Context: an optimization exercise on an open-source flow, tuned for a short achievable clock period and few clock cycles per item. The choices shown serve that exercise and are no tape-out recipe.
The RTL was checked by simulation tests, not by an equivalence proof against the original design.
Power figures rest on the tool's default switching activity, not on a simulated workload.

<file path="flow/design.v">
module ansc (
    input  wire        clk,
    input  wire        rst,           
    input  wire        cmd_valid,
    input  wire [63:0] cmd_word,
    output wire        cmd_ready,
    input  wire [11:0] reg_addr,
    output reg  [31:0] reg_rdata,
    output wire        fb_en,
    output wire        fb_we,
    output wire [15:0] fb_addr,
    output wire [7:0]  fb_wdata,
    input  wire [7:0]  fb_rdata
);
    localparam NSLOT       = 4;
    localparam MAX_PAYLOAD = 32;
    localparam OP_CKCLR   = 4'h1;
    localparam OP_CKBYTE  = 4'h2;
    localparam OP_CKBUF   = 4'h3;
    localparam OP_SEGNEW  = 4'h4;
    localparam OP_SEGSER  = 4'h5;
    localparam OP_SEGDES  = 4'h6;
    localparam OP_SEGCLR  = 4'h7;
    localparam OP_SETRXF  = 4'h8;
    localparam OP_SETTXF  = 4'h9;
    localparam OP_SETTXS  = 4'hA;
    localparam OP_MARKTXC = 4'hB;
    localparam C_OK        = 8'h00;
    localparam C_MALFORMED = 8'h01;
    localparam C_ILLEGAL   = 8'h10;
    localparam C_SLOT      = 8'h11;
    localparam C_NOSEG     = 8'h12;
    localparam C_RANGE     = 8'h13;
    localparam C_CAPACITY  = 8'h14;
    reg [3:0]  sum0, sum1;
    reg [7:0]  status_code;
    reg        status_err;
    reg [16:0] reslen;
    reg        s_valid [0:NSLOT-1];
    reg        s_syn   [0:NSLOT-1];
    reg [6:0]  s_seq   [0:NSLOT-1];
    reg        s_ack   [0:NSLOT-1];
    reg [6:0]  s_ackn  [0:NSLOT-1];
    reg [5:0]  s_plen  [0:NSLOT-1];
    reg [5:0]  s_thr   [0:NSLOT-1];    
    reg        s_rxf_v [0:NSLOT-1];
    reg [31:0] s_rxf   [0:NSLOT-1];
    reg        s_txf_v [0:NSLOT-1];
    reg [31:0] s_txf   [0:NSLOT-1];
    reg        s_txs_v [0:NSLOT-1];
    reg [31:0] s_txs   [0:NSLOT-1];
    reg        s_txc   [0:NSLOT-1];
    reg [7:0]  payload [0:NSLOT*MAX_PAYLOAD-1];
    reg        busy;         
    reg [15:0] bcnt;         
    reg        acc_en;       
    reg        acc_we;       
    reg [15:0] acc_left;     
    reg [15:0] acc_addr;     
    reg [7:0]  wdata_q;      
    reg [4:0]  widx;         
    reg [1:0]  x_slot;       
    reg        cap_v;        
    reg        cap_ck;       
    reg        cap_des;      
    reg [5:0]  cap_idx;      
    assign cmd_ready = !busy;
    wire        accept  = !busy && cmd_valid;
    wire [3:0]  w_op    = cmd_word[63:60];
    wire [3:0]  w_slot  = cmd_word[59:56];
    wire [15:0] w_addr  = cmd_word[31:16];
    wire [15:0] w_len   = cmd_word[15:0];
    wire [1:0]  ws      = w_slot[1:0];
    reg illegal;
    always @(*) begin
        case (w_op)
            OP_CKCLR:   illegal = (cmd_word[59:0] != 60'd0);
            OP_CKBYTE:  illegal = (cmd_word[59:8] != 52'd0);
            OP_CKBUF:   illegal = (cmd_word[59:32] != 28'd0);
            OP_SEGNEW:  illegal = (cmd_word[37:32] != 6'd0);
            OP_SEGSER:  illegal = (cmd_word[55:32] != 24'd0) || (cmd_word[15:0] != 16'd0);
            OP_SEGDES:  illegal = (cmd_word[55:32] != 24'd0);
            OP_SEGCLR:  illegal = (cmd_word[55:0] != 56'd0);
            OP_SETRXF,
            OP_SETTXF,
            OP_SETTXS:  illegal = (cmd_word[55:32] != 24'd0);
            OP_MARKTXC: illegal = (cmd_word[55:0] != 56'd0);
            default:    illegal = 1'b1;
        endcase
    end
    wire uses_slot = (w_op >= OP_SEGNEW) && (w_op <= OP_MARKTXC);
    wire needs_seg = (w_op == OP_SEGSER) || (w_op >= OP_SETRXF && w_op <= OP_MARKTXC);
    wire bad_slot  = (w_slot[3:2] != 2'b00);
    wire no_seg    = !s_valid[ws];
    wire [16:0] addr_plus_len = {1'b0, w_addr} + {1'b0, w_len};
    wire        len_range_err = addr_plus_len > 17'h10000;
    wire        ser_range_err = (w_addr[15:6] == 10'h3FF) && (w_addr[5:0] > s_thr[ws]);
    reg range_err;
    always @(*) begin
        case (w_op)
            OP_CKBUF, OP_SEGNEW, OP_SEGDES: range_err = len_range_err;
            OP_SEGSER:                      range_err = ser_range_err;
            default:                        range_err = 1'b0;
        endcase
    end
    wire malformed = (w_op == OP_SEGDES) && (w_len < 16'd2);
    reg cap_err;
    always @(*) begin
        case (w_op)
            OP_SEGNEW: cap_err = w_len > MAX_PAYLOAD;
            OP_SEGDES: cap_err = (w_len - 16'd2) > MAX_PAYLOAD;
            default:   cap_err = 1'b0;
        endcase
    end
    reg [7:0] exec_code;
    always @(*) begin
        if (illegal)                    exec_code = C_ILLEGAL;
        else if (uses_slot && bad_slot) exec_code = C_SLOT;
        else if (needs_seg && no_seg)   exec_code = C_NOSEG;
        else if (range_err)             exec_code = C_RANGE;
        else if (malformed)             exec_code = C_MALFORMED;
        else if (cap_err)               exec_code = C_CAPACITY;
        else                            exec_code = C_OK;
    end
    wire ok = (exec_code == C_OK);
    wire ser_ok = (w_op == OP_SEGSER) && (w_slot[3:2] == 2'b00) &&
                  (cmd_word[55:32] == 24'd0) && (cmd_word[15:0] == 16'd0) &&
                  s_valid[ws] && !ser_range_err;
    function [3:0] mod15_add;
        input [3:0] a;
        input [3:0] b;
        reg   [4:0] t;
        begin
            t = {1'b0, a} + {1'b0, b};
            if (t >= 5'd15) t = t - 5'd15;
            mod15_add = t[3:0];
        end
    endfunction
    function [7:0] ck_byte;    
        input [3:0] s0;
        input [3:0] s1;
        input [7:0] b;
        reg   [3:0] a0, a1;
        begin
            a0 = mod15_add(s0, b[7:4]);
            a1 = mod15_add(s1, a0);
            a0 = mod15_add(a0, b[3:0]);
            a1 = mod15_add(a1, a0);
            ck_byte = {a1, a0};
        end
    endfunction
    wire [7:0] ck_cmd = ck_byte(sum0, sum1, cmd_word[7:0]);
    wire [7:0] ck_mem = ck_byte(sum0, sum1, fb_rdata);
    assign fb_en    = acc_en | accept;
    assign fb_we    = acc_we | (accept && ser_ok);
    assign fb_addr  = busy ? acc_addr : w_addr;
    assign fb_wdata = busy ? wdata_q : {s_syn[ws], s_seq[ws]};
    wire        is_ckbuf  = (w_op == OP_CKBUF);
    wire        is_segnew = (w_op == OP_SEGNEW);
    wire        is_segdes = (w_op == OP_SEGDES);
    wire        is_segser = (w_op == OP_SEGSER);
    wire        len_nz    = (w_len != 16'd0);
    wire        rd_cmd    = ok && (is_ckbuf || is_segnew || is_segdes) && len_nz;
    wire [15:0] len_m1    = w_len - 16'd1;
    wire [5:0]  ser_plen  = s_plen[ws];
    reg [15:0] acc_bcnt;       
    always @(*) begin
        acc_bcnt = 16'd0;
        if (ok) begin
            if (is_ckbuf)
                acc_bcnt = w_len;
            else if (is_segnew)
                acc_bcnt = len_nz ? len_m1 : 16'd0;
            else if (is_segdes)
                acc_bcnt = (w_len == 16'd2) ? 16'd2 : len_m1;
            else if (is_segser)
                acc_bcnt = {10'd0, ser_plen} + 16'd1;
        end
    end
    integer i;
    wire       pay_we     = cap_v && !cap_ck && (cap_idx >= 6'd2);
    wire [5:0] cap_idx_m2 = cap_idx - 6'd2;
    wire [6:0] pay_wr_idx = {x_slot, cap_idx_m2[4:0]};
    always @(posedge clk) begin
        if (pay_we)
            payload[pay_wr_idx] <= fb_rdata;
    end
    always @(posedge clk) begin
        if (rst) begin
            busy        <= 1'b0;
            bcnt        <= 16'd0;
            acc_en      <= 1'b0;
            acc_we      <= 1'b0;
            acc_left    <= 16'd0;
            acc_addr    <= 16'd0;
            wdata_q     <= 8'd0;
            widx        <= 5'd0;
            x_slot      <= 2'd0;
            cap_v       <= 1'b0;
            cap_ck      <= 1'b0;
            cap_des     <= 1'b0;
            cap_idx     <= 6'd0;
            sum0        <= 4'd0;
            sum1        <= 4'd0;
            status_code <= 8'd0;
            status_err  <= 1'b0;
            reslen      <= 17'd0;
            for (i = 0; i < NSLOT; i = i + 1) begin
                s_valid[i] <= 1'b0;
                s_syn[i]   <= 1'b0;
                s_seq[i]   <= 7'd0;
                s_ack[i]   <= 1'b0;
                s_ackn[i]  <= 7'd0;
                s_plen[i]  <= 6'd0;
                s_thr[i]   <= 6'd62;
                s_rxf_v[i] <= 1'b0;
                s_rxf[i]   <= 32'd0;
                s_txf_v[i] <= 1'b0;
                s_txf[i]   <= 32'd0;
                s_txs_v[i] <= 1'b0;
                s_txs[i]   <= 32'd0;
                s_txc[i]   <= 1'b0;
            end
        end else begin
            if (cap_v) begin
                cap_idx <= cap_idx + 6'd1;
                if (cap_ck) begin
                    sum0 <= ck_mem[3:0];
                    sum1 <= ck_mem[7:4];
                end else if (cap_des && cap_idx == 6'd0) begin
                    s_syn[x_slot] <= fb_rdata[7];
                    s_seq[x_slot] <= fb_rdata[6:0];
                end else if (cap_des && cap_idx == 6'd1) begin
                    s_ack[x_slot]  <= fb_rdata[7];
                    s_ackn[x_slot] <= fb_rdata[6:0];
                end
            end
            cap_v <= acc_en && !acc_we;
            if (busy) begin
                bcnt <= bcnt - 16'd1;
                busy <= (bcnt != 16'd1);
                if (acc_en) begin
                    acc_addr <= acc_addr + 16'd1;
                    acc_left <= acc_left - 16'd1;
                    acc_en   <= (acc_left != 16'd0);
                    acc_we   <= acc_we && (acc_left != 16'd0);
                    wdata_q  <= payload[{x_slot, widx}];
                    widx     <= widx + 5'd1;
                end
            end
            if (accept) begin
                status_code <= exec_code;
                if (exec_code[4]) status_err <= 1'b1;
                busy     <= (acc_bcnt != 16'd0);
                bcnt     <= acc_bcnt;
                x_slot   <= ws;
                acc_addr <= w_addr + 16'd1;
                widx     <= 5'd0;
                wdata_q  <= {s_ack[ws], s_ackn[ws]};
                cap_ck   <= is_ckbuf;
                cap_des  <= is_segdes;
                cap_idx  <= is_segnew ? 6'd2 : 6'd0;
                cap_v    <= rd_cmd;
                if (rd_cmd) begin
                    acc_left <= len_m1 - 16'd1;
                    acc_en   <= (len_m1 != 16'd0);
                    acc_we   <= 1'b0;
                end else if (ok && is_segser) begin
                    acc_left <= {10'd0, ser_plen};
                    acc_en   <= 1'b1;
                    acc_we   <= 1'b1;
                end else begin
                    acc_left <= 16'd0;
                    acc_en   <= 1'b0;
                    acc_we   <= 1'b0;
                end
                if (ok) begin
                    case (w_op)
                        OP_CKCLR: begin
                            sum0 <= 4'd0;
                            sum1 <= 4'd0;
                        end
                        OP_CKBYTE: begin
                            sum0 <= ck_cmd[3:0];
                            sum1 <= ck_cmd[7:4];
                        end
                        OP_SEGNEW, OP_SEGDES: begin
                            s_valid[ws] <= 1'b1;
                            s_rxf_v[ws] <= 1'b0;
                            s_rxf[ws]   <= 32'd0;
                            s_txf_v[ws] <= 1'b0;
                            s_txf[ws]   <= 32'd0;
                            s_txs_v[ws] <= 1'b0;
                            s_txs[ws]   <= 32'd0;
                            s_txc[ws]   <= 1'b0;
                            if (is_segnew) begin
                                s_syn[ws]  <= cmd_word[39];
                                s_seq[ws]  <= cmd_word[54:48];
                                s_ack[ws]  <= cmd_word[38];
                                s_ackn[ws] <= cmd_word[46:40];
                                s_plen[ws] <= w_len[5:0];
                                s_thr[ws]  <= 6'd62 - w_len[5:0];
                            end else begin
                                s_plen[ws] <= w_len[5:0] - 6'd2;
                                s_thr[ws]  <= 6'd0 - w_len[5:0];
                            end
                        end
                        OP_SEGSER: begin
                            reslen <= {11'd0, ser_plen} + 17'd2;
                        end
                        OP_SEGCLR: begin
                            s_valid[ws] <= 1'b0;
                            s_syn[ws]   <= 1'b0;
                            s_seq[ws]   <= 7'd0;
                            s_ack[ws]   <= 1'b0;
                            s_ackn[ws]  <= 7'd0;
                            s_plen[ws]  <= 6'd0;
                            s_thr[ws]   <= 6'd62;
                            s_rxf_v[ws] <= 1'b0;
                            s_rxf[ws]   <= 32'd0;
                            s_txf_v[ws] <= 1'b0;
                            s_txf[ws]   <= 32'd0;
                            s_txs_v[ws] <= 1'b0;
                            s_txs[ws]   <= 32'd0;
                            s_txc[ws]   <= 1'b0;
                        end
                        OP_SETRXF: begin
                            s_rxf[ws]   <= cmd_word[31:0];
                            s_rxf_v[ws] <= 1'b1;
                        end
                        OP_SETTXF: begin
                            s_txf[ws]   <= cmd_word[31:0];
                            s_txf_v[ws] <= 1'b1;
                        end
                        OP_SETTXS: begin
                            s_txs[ws]   <= cmd_word[31:0];
                            s_txs_v[ws] <= 1'b1;
                        end
                        OP_MARKTXC: begin
                            s_txc[ws] <= 1'b1;
                        end
                        default: ;
                    endcase
                end
            end
        end
    end
    wire [1:0] r_slot = reg_addr[4:3];
    always @(*) begin
        reg_rdata = 32'd0;
        if (reg_addr[11:5] == 7'b0001000) begin        
            case (reg_addr[2:0])
                3'd0: reg_rdata = {s_valid[r_slot], 15'd0, s_syn[r_slot], s_seq[r_slot],
                                   s_ack[r_slot], s_ackn[r_slot]};
                3'd1: reg_rdata = {26'd0, s_plen[r_slot]};
                3'd2: reg_rdata = {28'd0, s_txs_v[r_slot], s_txf_v[r_slot],
                                   s_rxf_v[r_slot], s_txc[r_slot]};
                3'd3: reg_rdata = s_rxf[r_slot];
                3'd4: reg_rdata = s_txf[r_slot];
                3'd5: reg_rdata = s_txs[r_slot];
                default: reg_rdata = 32'd0;
            endcase
        end else begin
            case (reg_addr)
                12'h000: reg_rdata = {23'd0, status_err, status_code};
                12'h001: reg_rdata = {24'd0, sum1, sum0};
                12'h002: reg_rdata = {15'd0, reslen};
                12'h003: reg_rdata = NSLOT;
                12'h004: reg_rdata = MAX_PAYLOAD;
                12'h005: reg_rdata = 32'h0001_0000;
                default: reg_rdata = 32'd0;
            endcase
        end
    end
endmodule
</file>
<file path="flow/constraint.sdc">
create_clock -name core_clock -period 8.0 [get_ports {clk}]
set_input_delay 1.6000 -clock core_clock [delete_from_list [all_inputs] [get_ports {clk}]]
set_output_delay 1.6000 -clock core_clock [all_outputs]
set_load 0.01 [all_outputs]
</file>
<file path="flow/run.sh">
#!/bin/bash
# synth_recipe.tcl (not shown) runs the flow's synth.tcl, then flattens the netlist and writes it again
# the make line also repeats each setting of config.mk as NAME=value (left out here)
make -C /OpenROAD-flow-scripts/flow DESIGN_CONFIG=/design/flow/config.mk WORK_HOME=/design/flow/orfs CLKGATE_MAP_FILE= SYNTH_SCRIPT=/design/flow/synth_recipe.tcl finish
</file>
<file path="flow/config.mk">
export PLATFORM = sky130hd
export DESIGN_NAME = ansc
export DESIGN_NICKNAME = ansc
export VERILOG_FILES = /design/flow/design.v
export SDC_FILE = /design/flow/constraint.sdc
export NUM_CORES = 4
export LEC_CHECK = 0
export CAP_MARGIN = 20
export CORE_MARGIN = 2
export CORE_UTILIZATION = 40
export SLEW_MARGIN = 20
</file>
==> results.txt <==
==> stage by stage <==
stage	cells	TNS (ns)	setup slack (ns)	hold WS (ns)
after floorplan	4844	0	0.2937	0.4294
after global placement	7291	-0.008176	-0.008176	0.4387
after detailed placement	7291	0	0.05283	0.4525
after CTS	7597	0	0.8188	0.4625
after global routing	7598	0	0.3740	0.4910
final	7601	0	0.7194	0.4613
==> power groups by stage <==
stage	clock, mW	combinational, mW	sequential (mW)
after floorplan	0	0.784	9.63
after global placement	0	1.35	9.64
after detailed placement	0	1.36	9.65
after CTS	7.67	1.37	9.47
after global routing	8.00	1.47	9.47
final	7.58	1.37	9.47
==> cell usage in the layout, fill, tap and decap left out, drive strengths merged, types with 17 or more instances in the layout <==
master	synthesis	routed
a211oi	36	36
a21o	25	25
a21oi	110	110
a22oi	48	48
a31oi	26	26
and2	83	83
buf	118	172
clkbuf	218	216
clkdlybuf4s50	0	130
clkinv	3	75
dfxtp	95	95
edfxtp	1536	1536
ha	89	89
inv	81	88
mux2	47	47
mux2i	120	120
mux4	472	472
nand2	346	346
nand2b	22	22
nand3	77	77
nand4	17	17
nor2	684	684
nor2b	19	19
nor3	84	84
nor4	24	24
o21ai	86	86
o21bai	17	17
o22ai	20	20
or3	24	24
xnor2	74	74
xor2	53	53
==> path summary, 6_finish.rpt <==
| check | endpoint | from |
|---|---|---|
| max | sum1[1] | cmd_word[5] |
| min | status_code[2] | status_code[2] |
| max reg2reg | sum1[1] | sum0[0] |
| min reg2reg | status_code[2] | status_code[2] |
==> registers in the layout, indices dropped and copies added, names as in the netlist, 5 cells and up <==
| name | flops |
|---|---|
| acc_addr | 16 |
| acc_left | 16 |
| bcnt | 16 |
| cap_idx | 6 |
| payload | 1024 |
| reslen | 7 |
| s_ackn | 28 |
| s_plen | 21 |
| s_rxf | 128 |
| s_seq | 28 |
| s_thr | 23 |
| s_txf | 128 |
| s_txs | 128 |
| wdata_q | 8 |
| widx | 5 |
==> critical path, delay by kind of cell <==
kind	cells	cell delay, ns
AOI/OAI and AO/OA	8	1.14
xor gates and xnor gates	2	0.43
adders and majority gates	7	2.47
buffers and inverters	7	1.46
and+or+nand+nor	4	0.90
==> area by class of cell <==
type,instances,area share
diodes,4,0.0001191
clock buffers,215,0.05307
clock inverters,91,0.009123
inverters,84,0.003750
multi-input cells,2793,0.2925
flip-flops and latches,1631,0.5715
well taps,2480,0.03691
repair buffers,303,0.03301
==> synthesized netlist by cell type, types with 25 or more instances <==
master    instances
nand3_1          77
a211oi_1         33
buf_2            29
nor2_1          664
clkbuf_1        217
edfxtp_1       1536
mux2i_1         120
ha_1             89
mux4_2          472
mux2_2           47
inv_1            75
a22oi_1          48
a21o_1           25
a31oi_1          26
nand2_1         346
buf_1            74
dfxtp_1          95
xor2_1           53
a21oi_1         109
xnor2_1          74
o21ai_0          84
and2_1           83
nor3_1           84
==> layer usage <==
layer / global-route usage / vias to the layer above
met5: 0 / -
met4: 0.07912 / 2
met3: 0.03289 / 400
met2: 0.3697 / 1925
met1: 0.3079 / 22850
li1: - / 19020
==> cells by family after synthesis <==
group,Yosys count
flip-flops,1631
AND/OR/NAND/NOR,1467
multiplexers,639
AO/OA/AOI/OAI,461
buffers and inverters,420
XOR/XNOR,127
adder cells (fa/ha/maj),99
==> reports/results.ini <==
[status]
status = timing/DRC/antenna clean

[timing]
setup_viol = 0
tightest_slew_ns = 1.028
finalHoldViolCount = 0
max_freq_mhz = 137.4
rsz0062_at_grt = false
fin_crit_sh = 0.9101
slew-limit-headroom = 0.3145
finalClockSkew_ns = 0.03326
finalMaxSlewViolations = 0
fin_crit_ns = 7.281

[logic_synthesis]
yosysTopAreaCell = edfxtp_1
syn_inst = 4844
synth_compound_area_frac = 0.04112
yosysTopAreaCellShare = 0.6217
syn_avg_cell_area_um2 = 15.32
synth_top_family_by_area = multiplexers
synth_edf_count = 1536
synth_warnings = 1
synth-simple-area-share = 0.08920
yosysUniqueCellTypes = 89
synth_xor_area_frac = 0.01499
synth_seq_area_share = 0.6473
async_flop_share = 0
ys_ff_latch = 1631
syn_area_um2 = 74190
syn-num-nets = 5030
synth_fa_ha_area_frac = 0.01771
synth.area.top_cells = edfxtp_1 62%, mux4_2 14%, nor2_1 3.4%
ys.flop_type = edfxtp_1
synthMuxAreaShare = 0.1666

[cells_and_area]
design_area_um2 = 84070
multi_input_area_um2 = 24590
synthToLayoutAreaGrowth_pct = 13.31
nNetsFinal = 5165
fillers = 16150
ff_latch_area_um2 = 48040
drive_gt1_frac = 0.1986
fin_util = 0.4548

[setup_path]
cp_slowest_cell = or4b_2
crit_type = primary input to flop
critical_path.startpoint_type = primary input
critPathRequiredTime_ns = 8.72
slowest_delay_ns = 0.63
reg2regPathDepth = 28
crit_fanout = 4
worstPathArrival_ns = 8.00
r2r_slack_ns = 1.46
endpoint_kind = flop
cp_common_cell = ha_1

[placed_design]
detailed_place_hpwl_um = 135000
io_buffers = 145
place_congestion = 0.8748
postPlaceCellArea_um2 = 78830

[global_routing]
grt_pass1_wl_um = 308900
antenna_found_initial = 7
grt_max_degree = 131
grt_pass1_vias = 43830
grt_usage = 0.2255
gr-total-overflow = 0

[detailed_routing]
drt-met1-wl_um = 87380
drc_errors = 0
top_layer = met5
routedWlPerCell_um = 28.08
drt-pass1-iter-count = 7
met2RoutedLength_um = 103600
first_iter_violations = 4855
ant_nets = 0
avgViaCountPerCell = 5.814
vias = 44190
met3_length_um = 15060
wirelength_um = 213500

[cts]
cts.sinks = 1631
cts-root-buf = clkbuf_16
holdBufCountCts = 0
clkTransAtPathRegs_ns = 0.06
cts_tree = done
clock_latency_ns = 0.83
cts_made_buffers = 166
cts_setup_buffers = 0
cts_buffer_depth = 3
htree_levels = 4
post_cts_resized = 0

[floorplan]
die_w_um = 434.7
core_um2 = 184800
die-area_um2 = 188900
initial_utilization = 0.4014
boundaryPins = 146
die_height_um = 434.7
placementRows = 158

[worst_hold_path]
min_path_type = flop to flop
whs_path_depth = 2

[power]
pwr-share-comb = 0.075
ir_drop_mv = 0.1975
clkPwrFrac = 0.411
switching_share = 0.2333
power_mw = 18.42
switchingPower_mw = 4.298
leakage_nw = 26.51
share_seq_of_total_power = 0.514
p_int_mw = 14.12
power_density_nw_per_um2 = 219.1

[job]
maxCapViolCount = 0

Testbench counts, summed over its fixed seeds: cycles 44,229, cmds 4,000.

afterwards: timing with drivers on the ports:
In the flow no input, the clock included, has a driving cell. The finished layout below was timed again as built, in two steps.
Step 1 (the two cells are an assumption about what drives the block):
set clk [get_ports {clk}]
set_driving_cell -lib_cell sky130_fd_sc_hd__clkbuf_16 $clk
set_driving_cell -lib_cell sky130_fd_sc_hd__buf_2 [delete_from_list [all_inputs] $clk]
Step 2 adds t to the input delays and takes it off the output delays; t is the mean of the earliest and latest rising clock arrival at the registers after step 1. Input paths then give back, and output paths get back, about the clock's delay inside the block.
Three values: ideal, step 1, step 2; two values: the first two.
shift t [ns]: 0.890
setup WS [ns]: 0.719 / 0.769 / -0.121
latest minus earliest clock arrival (ns): 0.035 / 0.036
With both steps, setup timing fails in this run, where it was met with ideal ports. For this run, drivers alone change the setup slack by +0.050 ns; drivers and shift together by -0.840 ns.
